Background: an optimization exercise with open tools, aiming at small area. Do not read the settings as production practice.
Where RTL was checked, it was by simulation tests only, not by an equivalence proof against the original.
Power is estimated from default activity; no workload was simulated.

old:
==> flow/design.v (excerpt) <==
module gen2_tx_core (
    input  wire        clk,
    input  wire        rst,
    input  wire        op_valid,
    output wire        op_ready,
    input  wire [2:0]  op,
    input  wire [31:0] sample_rate,
    input  wire [31:0] dac_rate,
    input  wire        select_enabled,
    input  wire [7:0]  q_param,
    input  wire [15:0] mask_count,
    input  wire [31:0] cap,
    input  wire [15:0] n_in,
    input  wire [15:0] in_bits,
    input  wire [5:0]  reg_num,
    input  wire [31:0] reg_wdata,
    input  wire        mc_valid,
    output wire        mc_ready,
    input  wire [7:0]  mc_char,
    output reg         rsp_valid,
    output reg  [3:0]  status,
    output wire [31:0] written,
    output wire [15:0] consumed,
    output wire [31:0] rdata,
    output wire [31:0] rpt_nq,
    output wire [31:0] rpt_round,
    output wire [31:0] rpt_slot,
    output wire        smp_valid,
    output wire        smp_data,
    input  wire        smp_ready
);
    localparam [2:0] OP_CONSTRUCT = 3'd0, OP_STEP = 3'd1, OP_RD = 3'd2,
                     OP_WR = 3'd3, OP_REPORT = 3'd4;
    localparam [2:0] FT_NONE = 3'd0, FT_QUERY = 3'd1, FT_QADJ = 3'd2,
                     FT_SEL = 3'd3, FT_ACK = 3'd4, FT_QREP = 3'd5,
                     FT_NAK = 3'd6, FT_B01 = 3'd7;
    localparam [3:0] ST_IDLE = 4'd0, ST_MASK = 4'd1, ST_CQ = 4'd2,
                     ST_RESP = 4'd3, ST_WCLR = 4'd4, ST_WALK = 4'd5,
                     ST_NEED = 4'd6, ST_CMP = 4'd7, ST_WCOPY = 4'd8,
                     ST_UPD = 4'd9, ST_RDS = 4'd10;
    localparam [2:0] EM_FETCH = 3'd0, EM_LOAD = 3'd2,
                     EM_RUN = 3'd3, EM_XPREP = 3'd4, EM_XWAIT = 3'd5,
                     EM_XLD = 3'd6;
    localparam [3:0] V_ZERO = 4'd0, V_N = 4'd1, V_X0 = 4'd2, V_XQ = 4'd3,
                     V_FR = 4'd4, V_SR = 4'd5, V_NQ = 4'd6, V_RND = 4'd7,
  ...
Settings: LEC_CHECK=0, CAP_MARGIN=20, CORE_MARGIN=2, CORE_UTILIZATION=40, SLEW_MARGIN=20; clock period 15.0 ns.
standard.sh (not shown) runs the stock make flow with config.mk's settings and CLKGATE_MAP_FILE= SYNTH_SCRIPT=/design/flow/synth_recipe.tcl, a recipe that flattens the netlist after the stock synthesis.
==> flow/flow/run.sh <==
#!/bin/bash
set -euo pipefail
export BUFFER_PORTS_ARGS="-buffer_cell sky130_fd_sc_hd__buf_1"
export CTS_ARGS="-sink_clustering_enable -repair_clock_nets -dont_use_dummy_load -buf_list sky130_fd_sc_hd__clkbuf_4"
bash standard.sh > standard_flow.log 2>&1
Relative to old, the following input files were edited for new:
==> flow/flow/run.sh <==
#!/bin/bash
set -euo pipefail
export BUFFER_PORTS_ARGS="-buffer_cell sky130_fd_sc_hd__buf_1"
export CTS_ARGS="-sink_clustering_enable -repair_clock_nets -dont_use_dummy_load -buf_list sky130_fd_sc_hd__clkbuf_8"
bash standard.sh > standard_flow.log 2>&1
### Flow results
Looking at the reports, new completed the entire flow and the layout it produced met the timing, design-rule and antenna checks. old -> new: die area delta 0, exact match. Summary of new over old: overall power after layout now larger; total grt overflow comparable.
Function was not checked in any run of this note: the RTL went through the layout flow alone.

========
## build 64
Another version of the RTL of gen2_tx_core (not shown whole).
For scale: roughly 2800 cells after synthesis, ~690 flip-flops, ~29000 um2 of cells after synthesis.
==> flow/config.mk <==
export PLATFORM = sky130hd
export DESIGN_NAME = gen2_tx_core
export DESIGN_NICKNAME = gen2_tx_core
export VERILOG_FILES = /design/flow/design.v
export SDC_FILE = /design/flow/constraint.sdc
export NUM_CORES = 4
export LEC_CHECK = 0
export CAP_MARGIN = 20
export CORE_MARGIN = 2
export CORE_UTILIZATION = 60
export SLEW_MARGIN = 20
==> flow/constraint.sdc <==
create_clock -name core_clock -period 15.0 [get_ports {clk}]
set_input_delay 3.0000 -clock core_clock [delete_from_list [all_inputs] [get_ports {clk}]]
set_output_delay 3.0000 -clock core_clock [all_outputs]
set_load 0.01 [all_outputs]
==> flow/flow/run.sh <==
#!/bin/bash
# The standard layout (standard.sh, standard synthesis unchanged) with
# these changes:
#  - ports are buffered with the smallest buffer (buf_1);
#  - buffers that ABC inserted during synthesis are removed at floorplan,
#    then the combinational logic is remapped for area with OpenROAD's
#    restructure (registers are not touched), using the platform library
#    without the cells the platform marks don't-use;
#  - the clock tree is built from clkbuf_4 in clusters of 10, without
#    dummy loads.
# Output: standard_flow.log (make and every tool it runs), lib_filter.log;
# ORFS also keeps each step's log under orfs/logs.
set -euo pipefail
mkdir -p rmp
python3 flow/lib_filter.py "$FLOW_HOME/platforms/sky130hd/lib/sky130_fd_sc_hd__tt_025C_1v80.lib" \
  "$FLOW_HOME/platforms/sky130hd/config.mk" rmp/filtered.lib > lib_filter.log 2>&1
export RMP_LIB="$PWD/rmp/filtered.lib"
export BUFFER_PORTS_ARGS="-buffer_cell sky130_fd_sc_hd__buf_1"
export REMOVE_ABC_BUFFERS=1
export POST_FLOORPLAN_TCL="$PWD/flow/post_floorplan.tcl"
export CTS_ARGS="-sink_clustering_enable -repair_clock_nets -dont_use_dummy_load -buf_list sky130_fd_sc_hd__clkbuf_4 -sink_clustering_size 10 -sink_clustering_max_diameter 45"
bash standard.sh > standard_flow.log 2>&1
Other scripts of this flow, unchanged in this note and not shown: flow/flow/lib_filter.py, flow/flow/post_floorplan.tcl
Build 64 | status: complete | timing, DRC, antenna: pass
Setup changes, build 64 to build 6
Settings: CORE_UTILIZATION: 60 -> 40.
==> run summary <==
HPWL after detailed placement went up by a few percent going from build 64 to build 6. Build 6 vs build 64 — final cell area excluding filler cells rose 1.6%. Build 6 vs build 64 — remaining max-slew budget at the tightest pin rose 3.4 points.

==> re-timing with driven ports <==
How much do the figures lean on ideal ports? The routed layouts below were timed once more, with nothing changed but the port constraints. Step 1 (the two cells are an assumption about what drives the block):
set clk [get_ports {clk}]
set_driving_cell -lib_cell sky130_fd_sc_hd__clkbuf_16 $clk
set_driving_cell -lib_cell sky130_fd_sc_hd__buf_2 [delete_from_list [all_inputs] $clk]
Step 2 moves the port delays by t, midway between the first and last clock arrival at a register: inputs arrive t later, outputs are due t later. That takes back most of the time a late clock gives input paths. a / b / c = no drivers / after step 1 / after step 2; a / b = the first two.
| run | t, ns | setup WS [ns] | worst setup path after step 2 | latest minus earliest clock arrival (ns) | worst register clock-pin slew, ns |
|---|---|---|---|---|---|
| old | 1.016 | 7.595 / 7.537 / 8.553 | register to output | 0.106 / 0.106 | 0.07 / 0.07 |
| new | 0.744 | 7.801 / 7.742 / 8.487 | register to output | 0.081 / 0.081 | 0.07 / 0.07 |
| build 64 | 0.867 | 7.038 / 6.995 / 7.501 | register to register | 0.106 / 0.107 | 0.11 / 0.11 |
| build 6 | 0.878 | 6.799 / 6.732 / 7.129 | register to register | 0.142 / 0.142 | 0.11 / 0.11 |
After both steps every run listed still meets setup and hold.
